This design comes from an exercise in tuning for small area, a short achievable clock period and few clock cycles per item on the open sky130 flow, not from production work. In this exercise RTL edits were held to simulation tests only and were not proved equivalent to the original.

$ cat flow/run.sh
#!/bin/bash
# synth_recipe.tcl (not shown) runs the flow's synth.tcl, then flattens the netlist and writes it again
# the make line also repeats each setting of config.mk as NAME=value (left out here)
make -C /OpenROAD-flow-scripts/flow DESIGN_CONFIG=/design/flow/config.mk WORK_HOME=/design/flow/orfs CLKGATE_MAP_FILE= SYNTH_SCRIPT=/design/flow/synth_recipe.tcl finish
$ cat flow/config.mk
export PLATFORM = sky130hd
export DESIGN_NAME = fxu64
export DESIGN_NICKNAME = fxu64
export VERILOG_FILES = /design/flow/design.v
export SDC_FILE = /design/flow/constraint.sdc
export NUM_CORES = 4
export LEC_CHECK = 0
export CAP_MARGIN = 35
export CORE_MARGIN = 2
export CORE_UTILIZATION = 45
export PLACE_DENSITY = 0.65
export SETUP_SLACK_MARGIN = 5
export SLEW_MARGIN = 35
$ cat flow/constraint.sdc
create_clock -name core_clock -period 15.0 [get_ports {clk}]
set_input_delay 3.0000 -clock core_clock [delete_from_list [all_inputs] [get_ports {clk}]]
set_output_delay 3.0000 -clock core_clock [all_outputs]
set_load 0.01 [all_outputs]
$ cat flow/design.v
module fxu64 (
    input  wire        clk,
    input  wire        rst,
    input  wire        cmd_valid,
    output wire        cmd_ready,
    input  wire [7:0]  cmd_op,
    input  wire [63:0] cmd_a,
    input  wire [63:0] cmd_b,
    input  wire [63:0] cmd_c,
    output wire        busy,
    output reg         done,
    output reg  [63:0] r0,
    output reg  [63:0] r1,
    output reg  [63:0] r2,
    output reg  [7:0]  status
);
    localparam integer DK = 2;              
    localparam integer MUL_CYC   = 8;
    localparam integer FDIV_CYC  = 64 / DK;
    localparam integer SHDIV_CYC = 96 / DK;
    localparam integer DIVW_CYC  = 128 / DK;
    localparam [63:0] NAN  = 64'h8000_0000_0000_0000;
    localparam [63:0] PINF = 64'h7FFF_FFFF_FFFF_FFFF;
    localparam [63:0] NINF = 64'h8000_0000_0000_0001;
    localparam [7:0] ST_OK = 8'h00, ST_ILL = 8'h03, ST_DZ = 8'h04,
                     ST_DZ_ERR = 8'h05, ST_NV = 8'h08, ST_OF = 8'h10;
    reg       busy_r;
    reg       st_pre, st_it, st_fin;
    reg [6:0] cnt;
    assign busy      = busy_r;
    assign cmd_ready = !busy_r && !rst;
    wire i_mulw  = (cmd_op == 8'h00);
    wire i_divw  = (cmd_op == 8'h01);
    wire i_shdiv = (cmd_op == 8'h02);
    wire i_fadd  = (cmd_op == 8'h10);
    wire i_fsub  = (cmd_op == 8'h11);
    wire i_fmul  = (cmd_op == 8'h12);
    wire i_fdiv  = (cmd_op == 8'h13);
    wire i_frem  = (cmd_op == 8'h14);
    wire i_fneg  = (cmd_op == 8'h15);
    wire i_fcmp  = (cmd_op == 8'h16);
    wire i_fclass= (cmd_op == 8'h17);
    wire i_fconst= (cmd_op == 8'h18);
    wire i_mul   = i_mulw | i_fmul;
    wire i_pre   = i_divw | i_fdiv | i_frem;
    wire i_div   = i_pre | i_shdiv;
    wire i_simple = !(i_mul | i_div);
    reg o_mulw, o_fmul, o_divw, o_shdiv, o_fdiv, o_frem;
    reg o_fadd, o_fsub, o_fneg, o_fcmp, o_fclass, o_fconst, o_ill;
    wire o_mul = o_mulw | o_fmul;
    wire last     = (cnt == 7'd0);
    wire mul_it   = st_it && o_mul;
    wire div_it   = st_it && !o_mul;
    wire complete = st_fin;
    always @(posedge clk) begin
        if (rst) begin
            busy_r <= 1'b0;
            st_pre <= 1'b0;
            st_it  <= 1'b0;
            st_fin <= 1'b0;
            done   <= 1'b0;
        end else begin
            done <= complete;
            if (!busy_r) begin
                if (cmd_valid) begin
                    busy_r <= 1'b1;
                    st_pre <= i_pre;
                    st_it  <= i_mul | i_shdiv;
                    st_fin <= i_simple;
                end
            end else begin
                if (st_pre) begin
                    st_pre <= 1'b0;
                    st_it  <= 1'b1;
                end
                if (st_it && last) begin
                    st_it  <= 1'b0;
                    st_fin <= 1'b1;
                end
                if (st_fin) begin
                    st_fin <= 1'b0;
                    busy_r <= 1'b0;
                end
            end
        end
    end
    always @(posedge clk) begin
        if (!busy_r)
            cnt <= i_mul ? MUL_CYC - 1 : SHDIV_CYC - 1;
        else if (st_pre)
            cnt <= o_divw ? DIVW_CYC - 1 : FDIV_CYC - 1;
        else
            cnt <= cnt - 7'd1;
    end
    reg [64:0]  acc;
    reg [63:0]  xa;
    reg [127:0] dq;
    reg         a0;               
    reg [3:0]   bone, btwo, bneg;  
    reg         sn, sd;           
    reg         fa_nan, fa_pinf, fa_ninf, fa_zero;
    reg         fb_nan, fb_pinf, fb_ninf, fb_zero;
    reg         fdz;              
    reg         fbig;             
    wire ca_lo0 = (cmd_a[62:1] == 62'd0);
    wire ca_lo1 = (&cmd_a[62:1]);
    wire cb_lo0 = (cmd_b[62:1] == 62'd0);
    wire cb_lo1 = (&cmd_b[62:1]);
    function [11:0] bdec;         
        input [8:0] w;
        integer j;
        reg [2:0] b;
        begin
            for (j = 0; j < 4; j = j + 1) begin
                b = w[2 * j +: 3];
                bdec[j]     = b[1] ^ b[0];
                bdec[4 + j] = (b == 3'b011) || (b == 3'b100);
                bdec[8 + j] = b[2];
            end
        end
    endfunction
    function [72:0] brow;
        input        one, two, neg;
        input [63:0] a;
        reg   [72:0] m;
        begin
            m = ({73{one}} & {{9{a[63]}}, a}) | ({73{two}} & {{8{a[63]}}, a, 1'b0});
            brow = neg ? ~m : m;
        end
    endfunction
    wire [72:0] pp0 = brow(bone[0], btwo[0], bneg[0], xa);
    wire [72:0] pp1 = brow(bone[1], btwo[1], bneg[1], xa);
    wire [72:0] pp2 = brow(bone[2], btwo[2], bneg[2], xa);
    wire [72:0] pp3 = brow(bone[3], btwo[3], bneg[3], xa);
    wire [72:0] q0v = {{8{acc[64]}}, acc};
    wire [72:0] q1v = pp0;
    wire [72:0] q2v = {pp1[70:0], 2'b00};
    wire [72:0] q3v = {pp2[68:0], 1'b0, bneg[1], 2'b00};
    wire [72:0] q4v = {pp3[66:0], 1'b0, bneg[2], 4'b0000};
    wire [72:0] q5v = {66'd0, bneg[3], 6'd0};
    wire [72:0] s1 = q0v ^ q1v ^ q2v;
    wire [72:0] c1 = {((q0v & q1v) | (q0v & q2v) | (q1v & q2v)), 1'b0} ;
    wire [72:0] s2 = q3v ^ q4v ^ q5v;
    wire [72:0] c2 = {((q3v & q4v) | (q3v & q5v) | (q4v & q5v)), 1'b0};
    wire [72:0] s3 = s1 ^ c1 ^ s2;
    wire [72:0] c3 = {((s1 & c1) | (s1 & s2) | (c1 & s2)), 1'b0};
    wire [72:0] s4 = s3 ^ c3 ^ c2;
    wire [72:0] c4 = {((s3 & c3) | (s3 & c2) | (c3 & c2)), 1'b0};
    wire [72:0] tm;
    wire        tm_co;
    fxu64_bkadd #(.W(73), .L(7)) u_madd (.a(s4), .b(c4), .ci(bneg[0]), .s(tm), .co(tm_co));
    wire        fin_fdiv = st_fin && o_fdiv;
    wire        b1 = st_it ? dq[127]
                   : (st_fin && (o_fadd || o_fsub || o_fcmp)) ? a0
                   : fin_fdiv ? dq[0] : 1'b0;
    wire        mci = !(st_fin && (o_fadd || o_fdiv));
    wire [65:0] t;
    wire        t_co;
    fxu64_bkadd #(.W(66), .L(7)) u_main (.a({1'b0, acc[63:0], b1}), .b({2'b11, ~xa}), .ci(mci),
                                  .s(t), .co(t_co));
    wire [63:0]  dvr [0:DK];
    wire [127:0] dvq [0:DK];
    assign dvr[1] = t[65] ? {acc[62:0], dq[127]} : t[63:0];
    assign dvq[1] = {dq[126:0], !t[65]};
    genvar gk;
    generate
        for (gk = 1; gk < DK; gk = gk + 1) begin : dstage
            wire [65:0] ts;
            wire        tco;
            fxu64_bkadd #(.W(66), .L(7)) u_st (.a({1'b0, dvr[gk], dvq[gk][127]}), .b({2'b11, ~xa}),
                                        .ci(1'b1), .s(ts), .co(tco));
            assign dvr[gk + 1] = ts[65] ? {dvr[gk][62:0], dvq[gk][127]} : ts[63:0];
            assign dvq[gk + 1] = {dvq[gk][126:0], !ts[65]};
        end
    endgenerate
    wire [63:0]  dv_r = dvr[DK];
    wire [127:0] dv_q = dvq[DK];
    wire         n128_s;
    wire         n128_c;
    wire [127:0] n128;
    fxu64_cinc #(.W(128)) u_neg (.x(dq), .inv(n128_s), .ci(n128_c), .y(n128));
    wire [63:0] dmag = sd ? t[63:0] : xa;
    always @(posedge clk) begin
        if (!busy_r) begin
            o_mulw   <= i_mulw;
            o_fmul   <= i_fmul;
            o_divw   <= i_divw;
            o_shdiv  <= i_shdiv;
            o_fdiv   <= i_fdiv;
            o_frem   <= i_frem;
            o_fadd   <= i_fadd;
            o_fsub   <= i_fsub;
            o_fneg   <= i_fneg;
            o_fcmp   <= i_fcmp;
            o_fclass <= i_fclass;
            o_fconst <= i_fconst;
            o_ill    <= !(i_mul | i_div | i_fadd | i_fsub | i_fneg | i_fcmp |
                          i_fclass | i_fconst);
            sn <= i_divw ? cmd_b[63] : (i_fdiv | i_frem | i_fmul) ? cmd_a[63] : 1'b0;
            sd <= i_divw ? cmd_c[63] : (i_fdiv | i_frem | i_fmul) ? cmd_b[63] : 1'b0;
            fa_nan  <=  cmd_a[63] && ca_lo0 && !cmd_a[0];
            fa_ninf <=  cmd_a[63] && ca_lo0 &&  cmd_a[0];
            fa_pinf <= !cmd_a[63] && ca_lo1 &&  cmd_a[0];
            fa_zero <= !cmd_a[63] && ca_lo0 && !cmd_a[0];
            fb_nan  <=  cmd_b[63] && cb_lo0 && !cmd_b[0];
            fb_ninf <=  cmd_b[63] && cb_lo0 &&  cmd_b[0];
            fb_pinf <= !cmd_b[63] && cb_lo1 &&  cmd_b[0];
            fb_zero <= !cmd_b[63] && cb_lo0 && !cmd_b[0];
            fdz     <= i_divw ? (cmd_c == 64'd0) : (cmd_b == 64'd0);
            {bneg, btwo, bone} <= bdec({cmd_b[7:0], 1'b0});
            a0      <= cmd_a[0];
            if (i_fmul)
                acc <= 65'h0_8000_0000;
            else if (i_simple && !i_fneg)
                acc <= {2'b00, !cmd_a[63], cmd_a[62:1]};
            else
                acc <= 65'd0;
            if (i_mul || i_fneg)
                xa <= cmd_a;
            else if (i_divw)
                xa <= cmd_c;
            else if (i_simple)
                xa <= cmd_b ^ {!i_fadd, {63{i_fadd}}};
            else
                xa <= cmd_b;
            if (i_divw)
                dq <= {cmd_b, cmd_a};
            else if (i_shdiv || i_frem)
                dq <= {cmd_a, 64'd0};
            else if (i_fdiv)
                dq <= {{32{cmd_a[63]}}, cmd_a, 32'd0};
            else
                dq <= {cmd_b, cmd_b};
        end else if (st_pre) begin
            dq   <= o_fdiv ? {n128[63:0], 64'd0} : n128;
            acc  <= o_fdiv ? {1'b0, n128[127:64]} : 65'd0;
            xa   <= dmag;
            fbig <= (dmag[63:32] == 32'd0) && (n128[95:64] >= dmag[31:0]);
        end else if (mul_it) begin
            acc   <= tm[72:8];
            dq    <= {dq[127:64], tm[7:0], dq[63:8]};
            {bneg, btwo, bone} <= bdec(dq[15:7]);
        end else if (div_it) begin
            acc <= (last && !o_fdiv) ? 65'd0 : {1'b0, dv_r};
            dq  <= dv_q;
            if (last && !o_fdiv)
                xa <= dv_r;
        end
    end
    wire a_inf  = fa_pinf || fa_ninf;
    wire b_inf  = fb_pinf || fb_ninf;
    wire any_nan = fa_nan || fb_nan;
    wire sx = sn ^ sd;            
    wire        a_hi = !t[65] && (t[64] || t[63] || (&t[62:0]));               
    wire        a_lo =  t[65] && (!t[64] || !t[63] || (t[62:1] == 62'd0));     
    wire        a_of = a_hi || a_lo;
    wire [63:0] a_sat = a_hi ? PINF : a_lo ? NINF : t[63:0];
    wire        cmp_eq  = (t[64:0] == 65'd0);
    wire        cmp_lt  = t[65];
    wire        cmp_ord = !any_nan;
    wire [63:0] cmp_vec = {58'd0,
                           cmp_ord && !cmp_lt,
                           cmp_ord && !cmp_lt && !cmp_eq,
                           cmp_ord && (cmp_lt || cmp_eq),
                           cmp_ord && cmp_lt,
                           !(cmp_ord && cmp_eq),
                           cmp_ord && cmp_eq};
    wire [63:0] cmp_code = !cmp_ord ? 64'd3 : cmp_eq ? 64'd0 : cmp_lt ? 64'd1 : 64'd2;
    reg [63:0] kconst;
    always @(*) begin
        case ({acc[1:0], a0})
            3'd0: kconst = 64'h0000_0000_0000_0001;
            3'd1: kconst = NAN;
            3'd2: kconst = PINF;
            3'd3: kconst = 64'h7FFF_FFFF_FFFF_FFFE;
            3'd4: kconst = 64'h8000_0000_0000_0002;
            3'd5: kconst = 64'h7FFF_FFFF_0000_0000;
            3'd6: kconst = 64'h8000_0001_0000_0000;
            default: kconst = NINF;
        endcase
    end
    wire [63:0] p_lo   = dq[63:0];                   
    wire [63:0] p_hi   = acc[63:0];                  
    wire        fm_tie = (p_lo[31:0] == 32'd0);
    wire [63:0] fm_v   = {p_hi[31:0], p_lo[63:33], p_lo[32] & !fm_tie};
    wire        fm_fit = (acc[64:31] == 34'd0) || (&acc[64:31]);
    wire        fm_of  = !fm_fit || (fm_v == PINF) || (fm_v == NAN) || (fm_v == NINF);
    wire        fd_up  = !t[65];
    wire        fd_of  = fbig || dq[63] || ((&dq[62:1]) && (dq[0] || fd_up));
    assign n128_s = st_pre ? sn : (o_fdiv | o_divw) & sx;
    assign n128_c = st_pre ? sn : (o_fdiv | o_divw) & (sx ^ (o_fdiv & fd_up));
    wire [63:0] rem_s = sn ? t[63:0] : xa;
    reg [63:0] n0, n1, n2;
    reg [7:0]  nst;
    reg        nwr;
    always @(*) begin
        n0 = 64'd0; n1 = 64'd0; n2 = 64'd0; nst = ST_OK; nwr = 1'b1;
        if (o_mulw) begin
            n0 = p_lo;
            n1 = p_hi;
        end
        if (o_fmul) begin
            if (any_nan)                                    n0 = NAN;
            else if ((a_inf && fb_zero) || (b_inf && fa_zero)) begin
                n0 = NAN; nst = ST_NV;
            end
            else if (a_inf || b_inf)                        n0 = sx ? NINF : PINF;
            else if (fm_of) begin
                n0 = sx ? NINF : PINF; nst = ST_OF;
            end
            else                                            n0 = fm_v;
        end
        if (o_divw) begin
            if (fdz) begin
                nst = ST_DZ_ERR; nwr = 1'b0;
            end else begin
                n0 = n128[63:0];
                n1 = n128[127:64];
                n2 = rem_s;
                nst = (!sx && dq[127]) ? ST_OF : ST_OK;
            end
        end
        if (o_shdiv) begin
            if (fdz) begin
                nst = ST_DZ_ERR; nwr = 1'b0;
            end else begin
                n0 = n128[63:0];
                n1 = n128[127:64];
                n2 = xa;
            end
        end
        if (o_fdiv) begin
            if (any_nan)                                    n0 = NAN;
            else if ((fa_zero && fb_zero) || (a_inf && b_inf)) begin
                n0 = NAN; nst = ST_NV;
            end
            else if (a_inf)                                 n0 = sx ? NINF : PINF;
            else if (b_inf)                                 n0 = 64'd0;
            else if (fb_zero) begin
                n0 = sn ? NINF : PINF; nst = ST_DZ;
            end
            else if (fd_of) begin
                n0 = sx ? NINF : PINF; nst = ST_OF;
            end
            else                                            n0 = n128[63:0];
        end
        if (o_frem) begin
            if (any_nan)                                    n0 = NAN;
            else if (fa_pinf)                               n0 = PINF;
            else if (fa_ninf)                               n0 = NINF;
            else if (fb_zero) begin
                n0 = NAN; nst = ST_DZ;
            end
            else                                            n0 = rem_s;
        end
        if (o_fadd) begin
            if (any_nan)                                    n0 = NAN;
            else if ((fa_pinf && fb_ninf) || (fa_ninf && fb_pinf)) begin
                n0 = NAN; nst = ST_NV;
            end
            else if (a_inf)                                 n0 = fa_pinf ? PINF : NINF;
            else if (b_inf)                                 n0 = fb_pinf ? PINF : NINF;
            else begin
                n0 = a_sat; nst = a_of ? ST_OF : ST_OK;
            end
        end
        if (o_fsub) begin
            if (any_nan)                                    n0 = NAN;
            else if ((fa_pinf && fb_pinf) || (fa_ninf && fb_ninf)) begin
                n0 = NAN; nst = ST_NV;
            end
            else if (a_inf)                                 n0 = fa_pinf ? PINF : NINF;
            else if (fb_pinf)                               n0 = NINF;
            else if (fb_ninf)                               n0 = PINF;
            else begin
                n0 = a_sat; nst = a_of ? ST_OF : ST_OK;
            end
        end
        if (o_fneg)   n0 = t[63:0];
        if (o_fcmp) begin
            n0 = cmp_code;
            n1 = cmp_vec;
        end
        if (o_fclass) n0 = {59'd0, !(fa_nan || a_inf), fa_ninf, fa_pinf, a_inf, fa_nan};
        if (o_fconst) n0 = kconst;
        if (o_ill) begin
            nst = ST_ILL; nwr = 1'b0;
        end
    end
    always @(posedge clk) begin
        if (rst) begin
            r0     <= 64'd0;
            r1     <= 64'd0;
            r2     <= 64'd0;
            status <= 8'd0;
        end else if (complete) begin
            status <= nst;
            if (nwr) begin
                r0 <= n0;
                r1 <= n1;
                r2 <= n2;
            end
        end
    end
endmodule
module fxu64_bkadd #(parameter integer W = 64, parameter integer L = 6) (
    input  wire [W-1:0] a,
    input  wire [W-1:0] b,
    input  wire         ci,
    output wire [W-1:0] s,
    output wire         co
);
    reg [W-1:0] g, p;
    reg [W:0]   c;
    integer i, l;
    always @(*) begin
        g = a & b;
        p = a ^ b;
        for (l = 0; l < L; l = l + 1)
            for (i = 2 * (1 << l) - 1; i < W; i = i + 2 * (1 << l)) begin
                g[i] = g[i] | (p[i] & g[i - (1 << l)]);
                p[i] = p[i] & p[i - (1 << l)];
            end
        for (l = L - 2; l >= 0; l = l - 1)
            for (i = 3 * (1 << l) - 1; i < W; i = i + 2 * (1 << l)) begin
                g[i] = g[i] | (p[i] & g[i - (1 << l)]);
                p[i] = p[i] & p[i - (1 << l)];
            end
        c[0] = ci;
        for (i = 0; i < W; i = i + 1)
            c[i + 1] = g[i] | (p[i] & ci);
    end
    assign s  = a ^ b ^ c[W-1:0];
    assign co = c[W];
endmodule
module fxu64_cinc #(parameter integer W = 128) (
    input  wire [W-1:0] x,
    input  wire         inv,
    input  wire         ci,
    output wire [W-1:0] y
);
    localparam integer NB = W / 8;
    wire [W-1:0]  xp = x ^ {W{inv}};
    wire [NB:0]   bc;
    wire [W-1:0]  cy;
    assign bc[0] = ci;
    genvar g, i;
    generate
        for (g = 0; g < NB; g = g + 1) begin : blk
            assign bc[g + 1] = bc[g] & (&xp[8 * g + 7:8 * g]);
            assign cy[8 * g] = bc[g];
            for (i = 1; i < 8; i = i + 1) begin : bt
                assign cy[8 * g + i] = bc[g] & (&xp[8 * g + i - 1:8 * g]);
            end
        end
    endgenerate
    assign y = xp ^ cy;
endmodule
==> impl_metrics.toml, run 1 <==
[timing]
hold_violations = 0
worst_pin_slew_ns = 1.256
finalCriticalPeriod_ns = 9.939
tns_ns = 0
slew_headroom_pct = 15.69
max_freq_ghz = 0.1006
rsz0062_at_grt = "no"
fin_skew_ns = 0.04407
slew_viol_final = 0
finalSetupViolations = 0
period_share_pct = 66.26

[worst_hold_path]
hp-class = "register to register"

[die]
die_area_mm2 = 0.1407
ios = 406
core.rowCount = 136
die_h_um = 375.0
core_region_area_mm2 = 0.1370
initial_utilization_pct = 45.23
dieWidth_um = 375.0

[critical_path]
endpoint_kind = "register"
worstPathArrival_ns = 10.46
start_kind = "register"
critPathSlowestCell = "a21oi_1"
path_class = "register to register"
worstPathRequired_ns = 15.52
max_stage_delay_ns = 0.74
timing.critical_path.buf_inv = 4
critPathMostFrequentCell = "nand2_1"
crit_family = "compound AO/OA/AOI/OAI gates"
cp_max_fo = 57

[final_layout]
area_growth_pct = 16.07
n_fill_cell = 13188
fin_area_mm2 = 0.07190
final_common_cell = "a21oi_1"
drive_gt1_share_pct = 8.399
layout_common_cells = "746 x a21oi_1, 690 x nor2_1, 668 x nand2_1, 596 x o21ai_0, 446 x xnor2_1"
fin_nets = 8968

[clocking]
cts_buffers = 71
clockBufferDepth = 3
path_clk_slew_ns = 0.06
tritoncts = "built"
hold_buffers = 0
clock_latency_ns = 0.73
clockRootBuffer = "clkbuf_16"
numClockSinks = 504
cts.htree.levels = 3

[global_route]
grt_pass1_vias = 69711
grt_pass1_wl_um = 594700
grt_max_degree = 81
antenna_found_initial = 78
groute.usage.overall_pct = 60.83
grt-ovfl-total = 0

[status]
status = "complete, no violations"

[synthesis]
async_flop_share_pct = 0
synth_area_per_cell_um2 = 7.621
synth_area_mm2 = 0.06195
synth.area.top_cells = "edfxtp_1 14%, ha_1 6.8%, dfxtp_1 6.8%"
syn_inst = 8129
synth-edff-count = 295
synth_top_area_cell = "edfxtp_1"
yosys.cell_types.count = 103
yosysTopAreaCellShare_pct = 14.30
seq_area_frac_synth_pct = 21.05
synth_top_flop_cell = "edfxtp_1"
yosys_warnings = 3
ys_ff_latch = 504

[detailed_routing]
drt_pass1_iterations = 17
drc = 0
wl_um = 446200
vias = 79345
post_drt_wl_per_cell_um = 43.87
via_per_inst = 7.802
drt_iter0_markers = 17720
drtAntennaViolNets = 0

[place]
gp_congestion = 1.214
placed_area_mm2 = 0.06871
numPortBuffers = 402
hpwlAfterDp_um = 335400

[run]
drv_cap = 0
layout make-up:
cell class | count | area (µm²) | area share (%)
antenna | 89 | 222.7 | 0.3097
clock inverter | 27 | 365.4 | 0.5081
clock buffer | 103 | 2115 | 2.941
timing repair buffer | 764 | 6879 | 9.567
tap | 1794 | 2245 | 3.122
multi-input combinational | 6502 | 45570 | 63.38
sequential | 504 | 13050 | 18.15
inverter | 387 | 1460 | 2.031
metrics by stage:
| step | hold WS (ns) | instances | worst slack (ns) | utilization [%] |
|---|---|---|---|---|
| after floorplan | 0.3711 | 8131 | 6.099 | - |
| after global placement | 0.3816 | 9919 | 3.667 | 49.83 |
| after detailed placement | 0.3976 | 9932 | 3.420 | 50.16 |
| after CTS | 0.4098 | 10064 | 5.010 | 52.03 |
| after global routing | 0.4199 | 10094 | 5.038 | 52.35 |
| final | 0.4033 | 10170 | 5.061 | 52.49 |
worst reg2reg max path: cells and delay by family, from the launching register on:
family	cells	cell delay, ns
AO/OA/AOI/OAI	20	6.29
AND/OR/NAND/NOR	7	1.40
buffers and inverters	4	1.08
adder cells (fa/ha/maj)	2	0.63
flip-flops	1	0.35
routing by layer:
metal  routed length, µm  vias up  track usage, %
met5                2903        -           9.743
met2              156300     8925           75.66
li1                    -    30270               -
met4               50060       80           49.02
met1              148700    37441           68.95
met3               88270     2629           42.39
what timing repair did:
action	CTS	global route
gates resized for setup	15	6
pin swaps	1	1
setup buffers	1	7
cloned	1	0
setup endpoints to repair	129	123
state kept, by name (all words and copies together) (netlist names), 4 cells and up:
register	flops
status	5
bneg	4
r1	64
r0	64
cnt	7
btwo	4
acc	65
xa	64
dq	128
bone	4
r2	64
Yosys cell counts (all sizes together), types with 133 or more instances:
| master | instances |
|---|---|
| xor2 | 224 |
| edfxtp | 295 |
| a21oi | 750 |
| a22oi | 332 |
| nor4 | 142 |
| ha | 335 |
| dfxtp | 209 |
| a221oi | 133 |
| fa | 200 |
| nand2 | 678 |
| nand3 | 154 |
| nor3 | 215 |
| o21ai | 648 |
| nor2 | 708 |
| a211oi | 167 |
| inv | 384 |
| xnor2 | 463 |
| clkbuf | 617 |
final timing paths:
check | start | to | slack [ns] | cells past startpoint
worst min register to register | cnt[0] | cnt[0] | 0.40 | 1
worst min-delay path | cnt[0] | cnt[0] | 0.40 | 1
worst max-delay path | o_fsub | xa[12] | 5.06 | 33
worst max register to register | o_fsub | xa[12] | 5.06 | 33
cells by family (layout without fill, tap and decap cells):
group | count (synthesis) | after routing | share of synthesized area [%]
AO/OA/AOI/OAI | 2829 | 2829 | 29.71
AND/OR/NAND/NOR | 2329 | 2330 | 17.41
flip-flops | 504 | 504 | 21.05
other | 1 | 92 | 0.006053
adder cells (fa/ha/maj) | 535 | 535 | 13.23
XOR/XNOR | 687 | 687 | 9.737
buffers and inverters | 1126 | 1281 | 6.925
multiplexers | 118 | 118 | 1.927
Testbench counts, summed over its fixed seeds: cycles 34,829, commands 2,400.
==> run 2: changes to the inputs <==
--- a/flow/design.v
+++ b/flow/design.v
@@ -97,3 +97,3 @@
     reg [127:0] dq;
-    reg         a0;               
+    reg         a0, a1;           
     reg [3:0]   bone, btwo, bneg;  
@@ -151,28 +151,40 @@
     fxu64_bkadd #(.W(73), .L(7)) u_madd (.a(s4), .b(c4), .ci(bneg[0]), .s(tm), .co(tm_co));
-    wire        fin_fdiv = st_fin && o_fdiv;
-    wire        b1 = st_it ? dq[127]
-                   : (st_fin && (o_fadd || o_fsub || o_fcmp)) ? a0
-                   : fin_fdiv ? dq[0] : 1'b0;
-    wire        mci = !(st_fin && (o_fadd || o_fdiv));
-    wire [65:0] t;
-    wire        t_co;
-    fxu64_bkadd #(.W(66), .L(7)) u_main (.a({1'b0, acc[63:0], b1}), .b({2'b11, ~xa}), .ci(mci),
-                                  .s(t), .co(t_co));
-    wire [63:0]  dvr [0:DK];
-    wire [127:0] dvq [0:DK];
-    assign dvr[1] = t[65] ? {acc[62:0], dq[127]} : t[63:0];
-    assign dvq[1] = {dq[126:0], !t[65]};
-    genvar gk;
-    generate
-        for (gk = 1; gk < DK; gk = gk + 1) begin : dstage
-            wire [65:0] ts;
-            wire        tco;
-            fxu64_bkadd #(.W(66), .L(7)) u_st (.a({1'b0, dvr[gk], dvq[gk][127]}), .b({2'b11, ~xa}),
-                                        .ci(1'b1), .s(ts), .co(tco));
-            assign dvr[gk + 1] = ts[65] ? {dvr[gk][62:0], dvq[gk][127]} : ts[63:0];
-            assign dvq[gk + 1] = {dvq[gk][126:0], !ts[65]};
-        end
-    endgenerate
-    wire [63:0]  dv_r = dvr[DK];
-    wire [127:0] dv_q = dvq[DK];
+    reg         c_fadd, c_fd;
+    reg  [1:0]  bb;
+    wire        dv_q0;
+    always @(posedge clk) begin
+        c_fadd <= !busy_r && i_fadd;
+        c_fd   <= busy_r && st_it && last && o_fdiv;
+        if (!busy_r)
+            bb <= (i_fadd || i_fsub || i_fcmp) ? cmd_a[1:0] : i_shdiv ? cmd_a[63:62] : 2'b00;
+        else if (st_pre)
+            bb <= o_fdiv ? n128[63:62] : n128[127:126];
+        else if (st_it && !last)
+            bb <= dq[125:124];
+        else
+            bb <= {st_it && o_fdiv && dv_q0, 1'b0};
+    end
+    wire        mci = !c_fadd;
+    wire        mc2 = !c_fd;
+    wire [65:0] xa0 = {acc[63:0], bb};
+    wire [66:0] t;                        
+    wire [66:0] ta2, ta3;
+    wire        co1, co2, co3;
+    fxu64_bkadd #(.W(67), .L(7)) u_a1 (.a({1'b0, xa0}), .b({3'b111, ~xa}), .ci(mci),
+                                       .s(t), .co(co1));
+    fxu64_bkadd #(.W(67), .L(7)) u_a2 (.a({1'b0, xa0}), .b({2'b11, ~xa, 1'b1}), .ci(mc2),
+                                       .s(ta2), .co(co2));
+    wire [66:0] m3a = {1'b0, xa0};
+    wire [66:0] m3b = {3'b111, ~xa};
+    wire [66:0] m3c = {2'b11, ~xa, 1'b1};
+    wire [66:0] m3s = m3a ^ m3b ^ m3c;
+    wire [66:0] m3k = {((m3a & m3b) | (m3a & m3c) | (m3b & m3c)), 1'b1};
+    fxu64_bkadd #(.W(67), .L(7)) u_a3 (.a(m3s), .b(m3k), .ci(1'b1),
+                                       .s(ta3), .co(co3));
+    wire        ka1 = !t[66], ka2 = !ta2[66], ka3 = !ta3[66];
+    wire [63:0] ra  = ka3 ? ta3[63:0] : ka2 ? ta2[63:0] : ka1 ? t[63:0] : xa0[63:0];
+    wire [1:0]  qa  = {ka2, ka3 | (ka1 & !ka2)};
+    wire [63:0]  dv_r = ra;
+    wire [127:0] dv_q = {dq[125:0], qa};
+    assign dv_q0 = dv_q[0];
     wire         n128_s;
@@ -211,2 +223,3 @@
             a0      <= cmd_a[0];
+            a1      <= cmd_a[1];
             if (i_fmul)
@@ -214,3 +227,3 @@
             else if (i_simple && !i_fneg)
-                acc <= {2'b00, !cmd_a[63], cmd_a[62:1]};
+                acc <= {3'b000, !cmd_a[63], cmd_a[62:2]};
             else
@@ -242,6 +255,6 @@
             {bneg, btwo, bone} <= bdec(dq[15:7]);
-        end else if (div_it) begin
+        end else begin
             acc <= (last && !o_fdiv) ? 65'd0 : {1'b0, dv_r};
             dq  <= dv_q;
-            if (last && !o_fdiv)
+            if (div_it && last && !o_fdiv)
                 xa <= dv_r;
@@ -253,4 +266,4 @@
     wire sx = sn ^ sd;            
-    wire        a_hi = !t[65] && (t[64] || t[63] || (&t[62:0]));               
-    wire        a_lo =  t[65] && (!t[64] || !t[63] || (t[62:1] == 62'd0));     
+    wire        a_hi = !t[66] && (t[64] || t[63] || (&t[62:0]));               
+    wire        a_lo =  t[66] && (!t[64] || !t[63] || (t[62:1] == 62'd0));     
     wire        a_of = a_hi || a_lo;
@@ -258,3 +271,3 @@
     wire        cmp_eq  = (t[64:0] == 65'd0);
-    wire        cmp_lt  = t[65];
+    wire        cmp_lt  = t[66];
     wire        cmp_ord = !any_nan;
@@ -270,3 +283,3 @@
     always @(*) begin
-        case ({acc[1:0], a0})
+        case ({acc[0], a1, a0})
             3'd0: kconst = 64'h0000_0000_0000_0001;
@@ -287,3 +300,3 @@
     wire        fm_of  = !fm_fit || (fm_v == PINF) || (fm_v == NAN) || (fm_v == NINF);
-    wire        fd_up  = !t[65];
+    wire        fd_up  = ka2;
     wire        fd_of  = fbig || dq[63] || ((&dq[62:1]) && (dq[0] || fd_up));
==> flow/flow/run.sh (new file) <==
#!/bin/bash
set -euo pipefail
bash standard.sh SETUP_SLACK_MARGIN=8 finish > run_standard.log 2>&1
==> flow/standard.sh (new file) <==
#!/bin/bash
# synth_recipe.tcl (not shown) runs the flow's synth.tcl, then flattens the netlist and writes it again
# the make line also repeats each setting of config.mk as NAME=value (left out here)
make -C /OpenROAD-flow-scripts/flow DESIGN_CONFIG=/design/flow/config.mk WORK_HOME=/design/flow/orfs CLKGATE_MAP_FILE= SYNTH_SCRIPT=/design/flow/synth_recipe.tcl "${@:-finish}"
--- a/flow/config.mk
+++ b/flow/config.mk
@@ -9,5 +9,4 @@
 export CORE_MARGIN = 2
-export CORE_UTILIZATION = 45
-export PLACE_DENSITY = 0.65
-export SETUP_SLACK_MARGIN = 5
+export CORE_UTILIZATION = 35
+export PLACE_DENSITY = 0.5
 export SLEW_MARGIN = 35
removed: flow/run.sh
==> impl_metrics.toml, run 2 <==
[synthesis]
seq_area_frac_synth_pct = 18.02
yosysTopAreaCellShare_pct = 10.40
synth-edff-count = 167
synth_area_per_cell_um2 = 7.574
synth_top_flop_cell = "dfxtp_1"
ys_ff_latch = 509
synth_most_common_cell = "a21oi_1"
synth_area_mm2 = 0.06583
yosys.cell_types.count = 108
synth_top_area_cell = "dfxtp_1"
async_flop_share_pct = 0
yosys-top-cells-count = "818 x a21oi_1, 734 x nor2_1, 733 x o21ai_0, 655 x nand2_1, 583 x clkbuf_1"
synth.area.top_cells = "dfxtp_1 10%, fa_1 8.0%, ha_1 7.6%"
syn_inst = 8691
yosys_warnings = 3

[timing]
period_share_pct = 48.25
finalSetupViolations = 0
max_freq_ghz = 0.1382
slew_viol_final = 0
rsz0062_at_grt = "yes"
slew_headroom_pct = 22.55
fin_ws_ns = 7.762
fin_skew_ns = 0.05483
finalCriticalPeriod_ns = 7.238
hold_violations = 0
tns_ns = 0
worst_pin_slew_ns = 1.150

[detailed_routing]
vias = 83675
wl_um = 540700
via_per_inst = 7.225
post_drt_wl_per_cell_um = 46.68
drc = 0
drt_iter0_markers = 16160
drt_pass1_iterations = 13
drtAntennaViolNets = 0

[critical_path]
worstPathRequired_ns = 15.50
start_kind = "register"
cp_max_fo = 22
rrSetupSlack_ns = 7.76
critPathSlowestCell = "or4_1"
crit_end = "dq[127]"
max_stage_delay_ns = 0.79
worst-r2r-cell-count = 16
crit_chain = "or4_1, nor2_4, o211ai_1, o41ai_1, nand3_2, or4_1, nor3_4, nand4_1, buf_4, nor2_1, nor2_1, a211o_1, xor2_1, buf_4, mux2i_1, a221o_1"
r2r_end = "dq[127]"
r2r_start = "dq[51]"
startpoint = "dq[51]"
endpoint_kind = "register"
worstPathArrival_ns = 7.74
path_class = "register to register"

[clocking]
numClockSinks = 509
cts_buffers = 78
tritoncts = "built"
clockRootBuffer = "clkbuf_16"
clock_latency_ns = 0.80
cts.htree.levels = 3
path_clk_slew_ns = 0.06
clockBufferDepth = 3

[place]
numPortBuffers = 402
dp.cells = 11246
post-place-ws_ns = 6.372
gp_congestion = 1.144
hpwlAfterDp_um = 410900

[final_layout]
top_register = "dq"
largestRegisters = "dq x128, acc x65"
layoutNonFillerInstCount = 11582
area_growth_pct = 19.43
final_common_cell = "a21oi_1"
drive_gt1_share_pct = 10.89
fin_nets = 9823
n_fill_cell = 19498
largest_reg_flops = 128
layout_common_cells = "803 x a21oi_1, 709 x nor2_1, 696 x o21ai_0, 649 x nand2_1, 464 x buf_4"

[die]
die_h_um = 437.7
ios = 406
dieWidth_um = 437.7
core_region_area_mm2 = 0.1874
die_area_mm2 = 0.1916
core.rowCount = 159
initial_utilization_pct = 35.13

[global_route]
grt_pass1_wl_um = 704300
grt_max_degree = 122
grt-ovfl-total = 0
antenna_found_initial = 73
groute.usage.overall_pct = 54.13
grt_pass1_vias = 75325

[worst_hold_path]
hp-class = "register to register"

[status]
status = "complete, no violations"

[run]
drv_cap = 0
run 2: cell types whose count changed after synthesis, sizes merged, moves of 30 or more:
cell / delta
o211ai: +70
a31oi: -31
a21oi: +71
fa: +63
a221o: +30
o21ai: +100
edfxtp: -128
ha: +67
dfxtp: +133
a21o: +36
clkbuf: -33
run 2: routing by layer:
metal | part of all wire (%) | GRT usage [%] | wire, µm | vias to the layer above
li1 | - | - | - | 32585
met1 | 37 | 66.00 | 199300 | 41148
met2 | 37 | 69.82 | 199300 | 7826
met3 | 16 | 27.09 | 85870 | 2066
met4 | 10 | 44.84 | 55770 | 50
met5 | 0.072 | 0.3780 | 391 | -
run 2: layout make-up:
cell class,instances,area (µm²),share of cell area [%]
multi-input combinational,7046,50990,64.85
sequential,509,11900,15.14
timing repair buffer,909,8184,10.41
tap,2495,3122,3.971
clock buffer,112,2307,2.935
inverter,411,1597,2.031
clock inverter,32,355.3,0.4520
antenna,68,170.2,0.2164
run 2: worst min path at each step:
stage	startpoint	to	slack [ns]	cells past startpoint
5_1_grt	cnt[0]	cnt[0]	0.42	1
3_5_place_dp	cnt[0]	cnt[0]	0.39	1
2_1_floorplan	cnt[0]	cnt[0]	0.37	1
3_3_place_gp	cnt[0]	cnt[0]	0.39	1
6_report	cnt[0]	cnt[0]	0.40	1
4_1_cts	cnt[0]	cnt[0]	0.40	1
run 2: timing repair:
action,in CTS,in global routing
pin swaps,6,15
gates resized for setup,113,106
setup buffers,52,69
hold buffers,0,0
setup endpoints to repair,184,76
gates cloned,0,1
run 2: kinds of logic after synthesis:
kind of cell / synth area share, %
buffers and inverters: 6.588
adder cells (fa/ha/maj): 15.64
AND/OR/NAND/NOR: 17.43
AO/OA/AOI/OAI: 30.33
XOR/XNOR: 9.593
multiplexers: 2.391
other: 0.005697
flip-flops: 18.02
run 2: through the flow:
stage	hold WS [ns]	instance area [µm²]	utilization (%)
6_report	0.4040	78620	41.95
5_1_grt	0.4212	78490	41.88
4_1_cts	0.4037	77450	41.33
3_5_place_dp	0.3904	73960	39.47
3_3_place_gp	0.3881	73610	39.28
2_1_floorplan	0.3711	65840	-
run 2: worst max-delay path: cells and delay by family (launching register included):
kind            cells  cell delay (ns)
buf+inv             2             0.63
mux                 1             0.10
compound gates      4             1.62
xor+xnor            1             0.20
simple gates        8             3.81
flops               1             0.57
Testbench counts of run 2, summed over its fixed seeds: cycles 34,829, commands 2,400.
==> run 3: changes to the inputs <==
==> flow/flow/run.sh (replaced) <==
#!/bin/bash
set -euo pipefail
bash standard.sh SETUP_SLACK_MARGIN=8.3 finish > run_standard.log 2>&1
==> impl_metrics.toml, run 3 <==
[final_layout]
area_growth_pct = 21.30
layout_common_cells = "795 x a21oi_1, 706 x nor2_1, 687 x o21ai_0, 649 x nand2_1, 489 x buf_4"
drive_gt1_share_pct = 12.10
final_common_cell = "a21oi_1"
n_fill_cell = 19426
final_util_pct = 42.61
largest_reg_flops = 128
top_register = "dq"
largestRegisters = "dq x128, acc x65"
multi_input_area_mm2 = 0.05141
seq_area_mm2 = 0.01191
fin_nets = 9870

[synthesis]
yosys.cell_types.count = 108
synth_most_common_cell = "a21oi_1"
seq_area_frac_synth_pct = 18.02
synth_top_flop_cell = "dfxtp_1"
synth_area_per_cell_um2 = 7.574
synth_area_mm2 = 0.06583
yosys_warnings = 3
synth_top_area_cell = "dfxtp_1"
synth-edff-count = 167
syn_inst = 8691
synth.area.top_cells = "dfxtp_1 10%, fa_1 8.0%, ha_1 7.6%"
yosys-top-cells-count = "818 x a21oi_1, 734 x nor2_1, 733 x o21ai_0, 655 x nand2_1, 583 x clkbuf_1"
async_flop_share_pct = 0
ys_ff_latch = 509
yosysTopAreaCellShare_pct = 10.40

[critical_path]
r2r_end = "r0[16]"
startpoint = "xa[56]"
worstPathRequired_ns = 15.61
start_kind = "register"
rrSetupSlack_ns = 8.03
crit_end = "r0[16]"
path_class = "register to register"
cp_max_fo = 34
worstPathArrival_ns = 7.58
worst-r2r-cell-count = 20
endpoint_kind = "register"
r2r_start = "xa[56]"

[detailed_routing]
wl_um = 548200
drtAntennaViolNets = 0
drc = 0
drt_iter0_markers = 16933
via_per_inst = 7.246
vias = 84362
drt_pass1_iterations = 12
post_drt_wl_per_cell_um = 47.08

[global_route]
grt_pass1_wl_um = 705800
groute.usage.overall_pct = 54.26
grt-ovfl-total = 0
grt_max_degree = 122
grt_pass1_vias = 75430
antenna_found_initial = 82

[die]
dieWidth_um = 437.7
core.rowCount = 159
die_area_mm2 = 0.1916
initial_utilization_pct = 35.13
die_h_um = 437.7
core_region_area_mm2 = 0.1874
ios = 406

[worst_hold_path]
hp-class = "register to register"

[run]
drv_cap = 0

[timing]
slew_viol_final = 0
finalSetupViolations = 0
hold_violations = 0
finalCriticalPeriod_ns = 6.969
holdWs_ns = 0.4041
fin_skew_ns = 0.05909
max_freq_ghz = 0.1435
period_share_pct = 46.46
worst_pin_slew_ns = 1.196
rsz0062_at_grt = "yes"
tns_ns = 0
slew_headroom_pct = 19.99

[place]
hpwlAfterDp_um = 410900
numPortBuffers = 402
gp_congestion = 1.144

[clocking]
path_clk_slew_ns = 0.06
cts_buffers = 78
cts.htree.levels = 3
clockRootBuffer = "clkbuf_16"
clockBufferDepth = 3
tritoncts = "built"
numClockSinks = 509
clock_latency_ns = 0.80

[status]
status = "complete, no violations"
==> run 3: per-stage QoR <==
step           worst slack, ns  instance area (µm²)  std cells
6_report                 8.031                79850      11643
2_1_floorplan            8.366                65840       8693
5_1_grt                  8.159                79680      11574
4_1_cts                  8.002                77870      11464
3_3_place_gp             5.877                73610      11243
3_5_place_dp             6.372                73960      11246
==> run 3: routing by layer <==
metal	track usage [%]	share of wire, %	up-vias
met3	27.38	16	2139
li1	-	-	32693
met2	69.80	37	8105
met4	45.36	11	39
met5	0.2016	0.14	-
met1	66.04	37	41386
==> run 3: critical path, cell delays in order, from the launching register on <==
cell        delay (ns)
edfxtp_1          0.51
clkinvlp_4        0.25
ha_4              0.28
and4_1            0.24
nand2_1           0.14
inv_1             0.09
a221o_1           0.41
a221o_1           0.37
buf_8             0.17
nand2b_4          0.17
o21a_1            0.22
buf_4             0.29
or4_1             0.77
nor2_1            0.17
ha_1              0.40
o21ai_0           0.57
nor2_1            0.09
nor2_1            0.61
o22ai_1           0.19
a21oi_1           0.70
a21oi_1           0.12
==> run 3: worst min path at each step <==
stage	end	depth (start not counted)	slack [ns]	from
5_1_grt	cnt[0]	1	0.42	cnt[0]
6_report	cnt[0]	1	0.40	cnt[0]
2_1_floorplan	cnt[0]	1	0.37	cnt[0]
4_1_cts	cnt[0]	1	0.40	cnt[0]
3_3_place_gp	cnt[0]	1	0.39	cnt[0]
3_5_place_dp	cnt[0]	1	0.39	cnt[0]
==> run 3: layout make-up <==
cell class | count | area share, %
Tap cell | 2495 | 3.909
Timing Repair Buffer | 956 | 11.18
Clock inverter | 32 | 0.4450
Multi-Input combinational cell | 7046 | 64.39
Sequential cell | 509 | 14.92
Inverter | 411 | 2.013
Antenna cell | 82 | 0.2570
Clock buffer | 112 | 2.889
==> run 3: timing repair <==
item,in CTS,in global routing
hold buffers,0,0
cloned,1,11
setup endpoints to repair,216,137
gates resized for setup,177,180
buffers inserted,73,83
pin swaps,15,47
==> run 3: cells by family (layout without fill, tap and decap cells) <==
kind of cell,after synthesis,in the layout,synth area share (%)
AND/OR/NAND/NOR,2429,2429,17.43
other,1,85,0.005697
multiplexers,155,155,2.391
flip-flops,509,509,18.02
adder cells (fa/ha/maj),665,665,15.64
XOR/XNOR,721,721,9.593
AO/OA/AOI/OAI,3073,3073,30.33
buffers and inverters,1138,1511,6.588
==> run 4: changes to the inputs <==
==> flow/flow/run.sh (replaced) <==
#!/bin/bash
# Own flow: the standard layout (standard.sh: standard synthesis, floorplan,
# placement, CTS, routing, finish), unchanged except for two ORFS knobs:
#  - every input and output port still gets its own buffer, but buffer_ports
#    uses sky130_fd_sc_hd__buf_1 instead of its default delay buffer.
# The clock, the SDC and everything else are the standard flow's. make's full output goes
# to run_standard.log; each ORFS step keeps its own log under orfs/logs.
set -euo pipefail
bash standard.sh SETUP_SLACK_MARGIN=8.3 "BUFFER_PORTS_ARGS=-buffer_cell sky130_fd_sc_hd__buf_1" finish > run_standard.log 2>&1
==> impl_metrics.toml, run 4 <==
[status]
status = "complete, no violations"

[place]
hpwlAfterDp_um = 418500
numPortBuffers = 402
post-place-ws_ns = 6.354
gp_congestion = 1.118

[final_layout]
fin_nets = 9887
final_common_cell = "a21oi_1"
largestRegisters = "dq x128, acc x65"
area_growth_pct = 17.86
drive_gt1_share_pct = 12.53
layout_common_cells = "783 x a21oi_1, 706 x nor2_1, 683 x o21ai_0, 648 x nand2_1, 498 x buf_4"
largest_reg_flops = 128
top_register = "dq"
final_util_pct = 41.40
n_fill_cell = 19770

[detailed_routing]
post_drt_wl_per_cell_um = 47.42
drc = 0
drt_iter0_markers = 16160
via_per_inst = 7.247
vias = 84385
wl_um = 552100
drt_pass1_iterations = 12
drtAntennaViolNets = 0

[critical_path]
worstPathArrival_ns = 7.44
path_class = "register to register"
rrSetupSlack_ns = 8.04
endpoint_kind = "register"
crit_family = "compound AO/OA/AOI/OAI gates"
worstPathRequired_ns = 15.48
r2r_start = "xa[50]"
r2r_end = "fbig"
critPathSlowestCell = "nor4_2"
critPathMostFrequentCell = "a21o_1"
worst-r2r-cell-count = 30
timing.critical_path.buf_inv = 6
start_kind = "register"
max_stage_delay_ns = 0.58
cp_max_fo = 18

[timing]
slew_headroom_pct = 22.81
rsz0062_at_grt = "yes"
slew_viol_final = 0
finalCriticalPeriod_ns = 6.962
worst_pin_slew_ns = 1.154
fin_skew_ns = 0.05464
tns_ns = 0
finalSetupViolations = 0
max_freq_ghz = 0.1436
fin_ws_ns = 8.038
hold_violations = 0
period_share_pct = 46.42
holdWs_ns = 0.4041

[global_route]
grt_max_degree = 135
grt_pass1_vias = 75790
grt_busiest_layer = "met2"
grt_pass1_wl_um = 718300
groute.usage.overall_pct = 55.40
met3_usage_pct = 28.28
use_met2_pct = 70.55
grtUsageMet1_pct = 67.48
antenna_found_initial = 60
grt-ovfl-total = 0

[synthesis]
syn_inst = 8691
synth_top_flop_cell = "dfxtp_1"
async_flop_share_pct = 0
synth_area_per_cell_um2 = 7.574
yosys_warnings = 3
synth_most_common_cell = "a21oi_1"
ys_ff_latch = 509
yosys-top-cells-count = "818 x a21oi_1, 734 x nor2_1, 733 x o21ai_0, 655 x nand2_1, 583 x clkbuf_1"
yosys.cell_types.count = 108
synth.area.top_cells = "dfxtp_1 10%, fa_1 8.0%, ha_1 7.6%"
yosysTopAreaCellShare_pct = 10.40
synth_top_area_cell = "dfxtp_1"
synth-edff-count = 167
synth_area_mm2 = 0.06583
seq_area_frac_synth_pct = 18.02

[die]
core.rowCount = 159
dieWidth_um = 437.7
ios = 406
die_h_um = 437.7
die_area_mm2 = 0.1916
core_region_area_mm2 = 0.1874
initial_utilization_pct = 35.13

[worst_hold_path]
hp-class = "register to register"
min_to = "cnt[0]"
holdPathStages = 1
worstHoldStart = "cnt[0]"

[clocking]
numClockSinks = 509
tritoncts = "built"
cts_buffers = 77
clockRootBuffer = "clkbuf_16"
path_clk_slew_ns = 0.06
hold_buffers = 0
clock_latency_ns = 0.80
cts.htree.levels = 3
clockBufferDepth = 3

[run]
drv_cap = 0
[run 4: layout make-up]
class                   instances  area [µm²]  share of cell area, %
clock buffers                 108        2293                  2.956
multi-input cells            7048       51660                  66.58
inverters                     411        1587                  2.045
diodes                         65       162.7                 0.2096
clock inverters                36       364.1                 0.4693
repair buffers                972        6502                  8.381
well taps                    2495        3122                  4.023
flip-flops and latches        509       11900                  15.34
[run 4: cell families (layout without fill, tap and decap cells)]
kind of cell | count (synthesis) | after routing | share of synthesized area, %
DFF | 509 | 509 | 18.02
and+or+nand+nor | 2429 | 2431 | 17.43
buffers and inverters | 1138 | 1527 | 6.588
AOI/OAI and AO/OA | 3073 | 3073 | 30.33
xor gates and xnor gates | 721 | 721 | 9.593
other | 1 | 68 | 0.005697
adders and majority gates | 665 | 665 | 15.64
muxes | 155 | 155 | 2.391
[run 4: repair_timing]
item,in CTS,in global routing
gates resized for setup,220,134
endpoints found under the hold margin,0,0
setup buffers,96,28
pin swaps,28,38
endpoints found under the setup margin,286,138
cloned,6,3
[run 4: layer usage]
| layer | vias to the layer above | share of wire (%) |
|---|---|---|
| met3 | 2056 | 16 |
| met5 | - | 0.16 |
| met1 | 41689 | 37 |
| li1 | 32704 | - |
| met2 | 7898 | 37 |
| met4 | 38 | 11 |
[run 4: how the worst max path moves through the flow]
stage | cells after the start | slack [ns] | from | end
after floorplan | 3 | 8.37 | rst | cmd_ready
after global routing | 34 | 8.07 | xa[14] | fbig
after CTS | 30 | 8.18 | acc[38] | fbig
after global placement | 17 | 6.19 | st_pre | dq[127]
after detailed placement | 29 | 6.35 | st_pre | fbig
final | 30 | 8.04 | xa[50] | fbig
[run 4: through the flow]
stage,std cells,cell area (µm²)
final,11644,77590
after global routing,11583,77440
after CTS,11542,76400
after detailed placement,11296,71950
after global placement,11284,71470
after floorplan,8693,65840
[run 4: worst reg2reg max path: cells and delay by family, from the launching register on]
family | cells | cell delay (ns)
buffers and inverters | 6 | 0.92
adder cells (fa/ha/maj) | 3 | 0.97
flip-flops | 1 | 0.50
AO/OA/AOI/OAI | 15 | 2.86
AND/OR/NAND/NOR | 6 | 1.46
==> run 5: changes to the inputs <==
--- a/flow/config.mk
+++ b/flow/config.mk
@@ -9,4 +9,4 @@
 export CORE_MARGIN = 2
-export CORE_UTILIZATION = 35
-export PLACE_DENSITY = 0.5
+export CORE_UTILIZATION = 40
+export PLACE_DENSITY = 0.6
 export SLEW_MARGIN = 35
==> impl_metrics.toml, run 5 <==
[timing]
slew_viol_final = 0
period_share_pct = 48.63
slew_headroom_pct = 16.97
finalSetupViolations = 0
rsz0062_at_grt = "yes"
tns_ns = 0
max_freq_ghz = 0.1371
fin_skew_ns = 0.06565
hold_violations = 0
finalCriticalPeriod_ns = 7.294
worst_pin_slew_ns = 1.245

[clocking]
hold_buffers = 0
clockBufferDepth = 3
clockRootBuffer = "clkbuf_16"
cts.htree.levels = 3
path_clk_slew_ns = 0.06
clock_latency_ns = 0.78
numClockSinks = 509
tritoncts = "built"
cts_buffers = 73

[critical_path]
max_stage_delay_ns = 0.84
cp_num_cells = 27
endpoint_kind = "register"
worstPathArrival_ns = 7.76
crit_family = "compound AO/OA/AOI/OAI gates"
cp_max_fo = 35
worst-r2r-cell-count = 27
path_class = "register to register"
timing.critical_path.buf_inv = 3
worstPathRequired_ns = 15.47
critPathSlowestCell = "edfxtp_1"
critPathMostFrequentCell = "a21o_1"
start_kind = "register"

[synthesis]
synth_area_per_cell_um2 = 7.574
yosys_warnings = 3
synth_top_area_cell = "dfxtp_1"
synth_most_common_cell = "a21oi_1"
synth_area_mm2 = 0.06583
yosys.cell_types.count = 108
yosys-top-cells-count = "818 x a21oi_1, 734 x nor2_1, 733 x o21ai_0, 655 x nand2_1, 583 x clkbuf_1"
synth.area.top_cells = "dfxtp_1 10%, fa_1 8.0%, ha_1 7.6%"
synth-edff-count = 167
ys_ff_latch = 509
synth_top_flop_cell = "dfxtp_1"
syn_inst = 8691
yosysTopAreaCellShare_pct = 10.40
async_flop_share_pct = 0
seq_area_frac_synth_pct = 18.02

[final_layout]
layoutNonFillerInstCount = 11244
fin_nets = 9787
largest_reg_flops = 128
largestRegisters = "dq x128, acc x65"
top_register = "dq"
area_growth_pct = 15.62
final_util_pct = 46.66
final_common_cell = "a21oi_1"
layout_common_cells = "767 x a21oi_1, 708 x o21ai_0, 703 x nor2_1, 647 x nand2_1, 447 x xnor2_1"
drive_gt1_share_pct = 11.63

[global_route]
grt-ovfl-total = 0
antenna_found_initial = 98
grt_pass1_wl_um = 663100
groute.usage.overall_pct = 57.33
grt_max_degree = 123
grt_pass1_vias = 74828

[detailed_routing]
drtAntennaViolNets = 0
drt_pass1_iterations = 17
via_per_inst = 7.466
drt_iter0_markers = 16096
vias = 83948
post_drt_wl_per_cell_um = 44.58
wl_um = 501200
drc = 0

[die]
dieWidth_um = 409.7
ios = 406
initial_utilization_pct = 40.35
die_h_um = 409.7
core_region_area_mm2 = 0.1631
die_area_mm2 = 0.1678
core.rowCount = 148

[place]
dp.cells = 10880
hpwlAfterDp_um = 375300
gp_congestion = 1.164
numPortBuffers = 402

[status]
status = "complete, no violations"

[worst_hold_path]
hp-class = "register to register"
holdPathStages = 1

[run]
drv_cap = 0
[run 5: cell families after synthesis]
logic type,Yosys count,share of synthesized area [%]
AO/OA/AOI/OAI,3073,30.33
XOR/XNOR,721,9.593
adder cells (fa/ha/maj),665,15.64
buffers and inverters,1138,6.588
flip-flops,509,18.02
multiplexers,155,2.391
other,1,0.005697
AND/OR/NAND/NOR,2429,17.43
[run 5: stage by stage]
stage / area, µm² / setup slack [ns] / hold WS [ns]
4_1_cts: 74660 / 8.083 / 0.4040
3_5_place_dp: 70650 / 5.970 / 0.3917
2_1_floorplan: 65840 / 8.366 / 0.3711
5_1_grt: 75940 / 7.775 / 0.4160
3_3_place_gp: 70220 / 5.948 / 0.3776
6_report: 76110 / 7.706 / 0.3998
[run 5: what timing repair did]
action / 4_1_cts / 5_1_grt
pin swaps: 14 / 19
setup buffers: 98 / 26
gates cloned: 1 / 6
gates resized for setup: 212 / 117
setup endpoints to repair: 252 / 124
[run 5: path summary, 6_finish.rpt]
path                              from      to  slack (ns)
worst max-delay path            xa[63]    fbig        7.71
worst min register to register  cnt[0]  cnt[0]        0.40
worst min-delay path            cnt[0]  cnt[0]        0.40
worst max register to register  xa[63]    fbig        7.71
[run 5: layout make-up]
cell class,count,area [µm²]
clock buffers,100,2095
inverters,411,1608
flip-flops and latches,509,11960
diodes,91,227.7
well taps,2175,2721
clock inverters,34,396.6
fillers,16576,87030
repair buffers,878,5705
multi-input cells,7046,51410
[run 5: worst reg2reg max path, stage by stage, from the launching register on]
cell       delay [ns]
edfxtp_1         0.84
ha_1             0.64
inv_1            0.16
nor4_4           0.61
a221o_4          0.37
nand2b_1         0.17
o21a_1           0.17
buf_6            0.30
nor4_4           0.15
buf_4            0.17
and2_1           0.14
ha_1             0.18
xnor2_1          0.16
xnor2_2          0.29
ha_1             0.28
a21o_1           0.16
a21o_1           0.17
a21o_1           0.20
a21o_4           0.26
a21o_1           0.19
a21o_1           0.20
a21oi_1          0.19
o21ai_0          0.12
a21o_1           0.22
a221oi_4         0.31
o21ai_1          0.13
a21oi_1          0.16
a2111oi_0        0.08
[run 5: per-layer routing]
layer | vias to the layer above | wire, µm | GRT usage (%)
met5 | - | 2011 | 6.322
met4 | 80 | 54000 | 46.79
met3 | 2250 | 91230 | 37.39
met2 | 8414 | 177600 | 71.06
met1 | 40638 | 176400 | 66.68
li1 | 32566 | - | -
==> run 6: changes to the inputs <==
--- a/flow/design.v
+++ b/flow/design.v
@@ -151,3 +151,3 @@
     fxu64_bkadd #(.W(73), .L(7)) u_madd (.a(s4), .b(c4), .ci(bneg[0]), .s(tm), .co(tm_co));
-    reg         c_fadd, c_fd;
+    reg         c_fadd, c_fd, c_first;
     reg  [1:0]  bb;
@@ -157,2 +157,3 @@
         c_fd   <= busy_r && st_it && last && o_fdiv;
+        c_first <= busy_r && st_pre;
         if (!busy_r)
@@ -193,2 +194,5 @@
     fxu64_cinc #(.W(128)) u_neg (.x(dq), .inv(n128_s), .ci(n128_c), .y(n128));
+    always @(posedge clk)
+        if (c_first)
+            fbig <= (xa[63:32] == 32'd0) && (acc[31:0] >= xa[31:0]);
     wire [63:0] dmag = sd ? t[63:0] : xa;
@@ -250,3 +254,2 @@
             xa   <= dmag;
-            fbig <= (dmag[63:32] == 32'd0) && (n128[95:64] >= dmag[31:0]);
         end else if (mul_it) begin
--- a/flow/config.mk
+++ b/flow/config.mk
@@ -9,4 +9,4 @@
 export CORE_MARGIN = 2
-export CORE_UTILIZATION = 40
-export PLACE_DENSITY = 0.6
+export CORE_UTILIZATION = 35
+export PLACE_DENSITY = 0.5
 export SLEW_MARGIN = 35
==> impl_metrics.toml, run 6 <==
[timing]
finalCriticalPeriod_ns = 7.057
worst_pin_slew_ns = 1.178
finalSetupViolations = 0
period_share_pct = 47.04
tns_ns = 0
max_freq_ghz = 0.1417
hold_violations = 0
rsz0062_at_grt = "yes"
fin_skew_ns = 0.05387
slew_viol_final = 0
slew_headroom_pct = 21.47

[synthesis]
synth_top_flop_cell = "dfxtp_1"
synth_top_family_by_area = "compound AO/OA/AOI/OAI gates"
synth.area.top_cells = "dfxtp_1 11%, fa_1 8.1%, ha_1 7.8%"
synth_top_area_cell = "dfxtp_1"
seq_area_frac_synth_pct = 18.37
yosysTopAreaCellShare_pct = 10.62
synth-simple-area-share_pct = 17.84
synth.area.mux_share_pct = 1.538
synth-adder-area-share_pct = 15.92
synth_area_mm2 = 0.06466
synth_most_common_cell = "nor2_1"
yosys.cell_types.count = 102
ys_ff_latch = 510
yosys-top-cells-count = "806 x nor2_1, 750 x a21oi_1, 670 x nand2_1, 597 x o21ai_0, 580 x clkbuf_1"
synth_area_per_cell_um2 = 7.561
async_flop_share_pct = 0
synth-edff-count = 167
synth_compound_area_share_pct = 29.80
yosys_warnings = 3
syn_inst = 8552
synthXorXnorAreaFrac_pct = 9.888

[critical_path]
cp_max_fo = 40
crit_family = "buffers and inverters"
endpoint_kind = "register"
timing.critical_path.buf_inv = 7
worstPathRequired_ns = 15.57
critPathSlowestCell = "a222oi_1"
max_stage_delay_ns = 0.97
critPathMostFrequentCell = "buf_4"
start_kind = "input port"
crit_chain = "buf_1, nor3_1, nand2_1, or3_1, or2_2, buf_4, inv_4, buf_12, nor2_1, buf_4, nand3_1, buf_4, nor2_4, buf_6, a222oi_1, o21ai_1"
worstPathArrival_ns = 7.63
path_class = "input port to register"

[global_route]
antenna_found_initial = 93
groute.usage.overall_pct = 55.82
grt-ovfl-total = 0
grt_pass1_wl_um = 707700
grt_max_degree = 120
grt_pass1_vias = 74801

[clocking]
clock_latency_ns = 0.77
clockRootBuffer = "clkbuf_16"
tritoncts = "built"
path_clk_slew_ns = 0.06
cts.htree.levels = 3
cts_buffers = 76
clockBufferDepth = 3
numClockSinks = 510

[final_layout]
fin_area_mm2 = 0.07573
drive_gt1_share_pct = 11.52
n_fill_cell = 19325
top_register = "dq"
largestRegisters = "dq x128, acc x65"
final_common_cell = "nor2_1"
layout_common_cells = "777 x nor2_1, 724 x a21oi_1, 662 x nand2_1, 558 x o21ai_0, 507 x xnor2_1"
area_growth_pct = 17.12
fin_nets = 9735
largest_reg_flops = 128

[run]
drv_cap = 0

[worst_hold_path]
hp-class = "register to register"

[detailed_routing]
drtAntennaViolNets = 0
post_drt_wl_per_cell_um = 47.56
drt_pass1_iterations = 13
wl_um = 545900
drc = 0
via_per_inst = 7.278
drt_iter0_markers = 16167
vias = 83542

[place]
placed_area_mm2 = 0.07076
hpwlAfterDp_um = 407700
numPortBuffers = 402
gp_congestion = 1.123

[die]
die_area_mm2 = 0.1882
dieWidth_um = 433.8
die_h_um = 433.8
core_region_area_mm2 = 0.1833
ios = 406
core.rowCount = 157
initial_utilization_pct = 35.28

[status]
status = "complete, no violations"
[run 6: cell types whose count changed after synthesis, moves of 22 or more]
cell      change
o22a_1       -34
o21ai_0     -136
nor3_1       +32
a21oi_1      -68
xnor2_1      +75
o221ai_1     -48
a22oi_1      +29
o211ai_1     -22
nand3_1      -25
a211oi_1     +30
xor2_1       -66
o22ai_1      +53
nor2_1       +72
mux2i_1      -59
[run 6: worst paths after layout]
path                  start  endpoint  slack [ns]  cells after the start
setup / recovery  cmd_op[5]   acc[33]        7.94                     16
hold / removal       cnt[0]    cnt[0]        0.40                      1
setup reg to reg     xa[22]   acc[33]        7.99                     18
hold reg to reg      cnt[0]    cnt[0]        0.40                      1
[run 6: worst register-to-register path: cells and delay by family, from the launching register on]
kind,cells,cell delay (ns)
fa+ha+maj,2,0.62
flops,1,0.68
buf+inv,3,1.00
xor+xnor,2,0.57
compound gates,6,2.60
simple gates,5,1.33
[run 6: stage by stage]
| step | std cells | util [%] | hold slack, ns | setup WS (ns) |
|---|---|---|---|---|
| final | 11478 | 41.32 | 0.3965 | 7.943 |
| after global routing | 11420 | 41.24 | 0.4244 | 8.037 |
| after CTS | 11344 | 40.64 | 0.4001 | 8.136 |
| after detailed placement | 11145 | 38.61 | 0.3872 | 6.415 |
| after global placement | 11125 | 38.31 | 0.3829 | 6.391 |
| after floorplan | 8554 | - | 0.3711 | 8.341 |
[run 6: per-layer routing]
layer | GRT usage, % | share of wire, % | up-vias
li1 | - | - | 32150
met1 | 65.75 | 36 | 41018
met4 | 47.42 | 11 | 56
met2 | 72.67 | 37 | 8040
met5 | 1.587 | 0.18 | -
met3 | 29.86 | 16 | 2278
[run 6: cell families after synthesis]
logic type	count (synthesis)
simple gates	2478
buf+inv	1132
mux	97
flops	510
compound gates	2939
other cells	1
xor+xnor	730
fa+ha+maj	665
[run 6: cell type report]
| cell class | instances | area, µm² | area share [%] |
|---|---|---|---|
| antenna | 84 | 210.2 | 0.2776 |
| clock buffer | 102 | 2196 | 2.900 |
| clock inverter | 39 | 409.1 | 0.5403 |
| inverter | 413 | 1572 | 2.075 |
| multi-input combinational | 6912 | 50060 | 66.10 |
| sequential | 510 | 11900 | 15.72 |
| tap | 2464 | 3083 | 4.071 |
| timing repair buffer | 954 | 6300 | 8.319 |
[run 6: what timing repair did]
action,4_1_cts,5_1_grt
pin swaps,10,26
setup buffers,53,39
gates resized for setup,99,82
cloned,5,4
hold buffers,0,0
setup endpoints to repair,224,116
Testbench counts of run 6, summed over its fixed seeds: cycles 34,829, commands 2,400.

-- what the ideal ports hide --
The results above use ideal ports. As a check the final layouts listed here were re-extracted and re-timed, cells and wires unchanged.
Step 1: set_driving_cell puts a clkbuf_16 on clk and a buf_2 on each other input, an assumption about the parent block.
Step 2 times the ports against the registers' clock, not the clock port: input delays grow and output delays shrink by t, the midpoint of the rising clock arrivals with the driver on.
Slacks: ideal ports / drivers / drivers and shift; pairs: ideal ports / drivers.
run	t (ns)	slack for setup (ns)	hold slack, ns	latest minus earliest clock arrival (ns)	worst slew at a driven data input, ns
run 1	0.803	5.061 / 5.061 / 5.061	0.403 / 0.403 / 0.403	0.046 / 0.046	0.15
run 2	0.873	7.762 / 7.762 / 7.390	0.404 / 0.404 / 0.404	0.055 / 0.055	0.12
run 3	0.871	8.031 / 8.031 / 7.554	0.404 / 0.404 / 0.404	0.059 / 0.059	0.11
run 4	0.887	8.038 / 8.038 / 7.555	0.404 / 0.404 / 0.404	0.055 / 0.055	0.10
run 5	0.847	7.706 / 7.706 / 7.442	0.400 / 0.400 / 0.400	0.066 / 0.066	0.34
run 6	0.839	7.943 / 7.976 / 7.184	0.397 / 0.397 / 0.397	0.054 / 0.054	0.16
After both steps setup and hold are still met in every run listed. For run 6, which loses most, drivers alone change the setup slack by +0.033 ns; drivers and shift together by -0.759 ns.
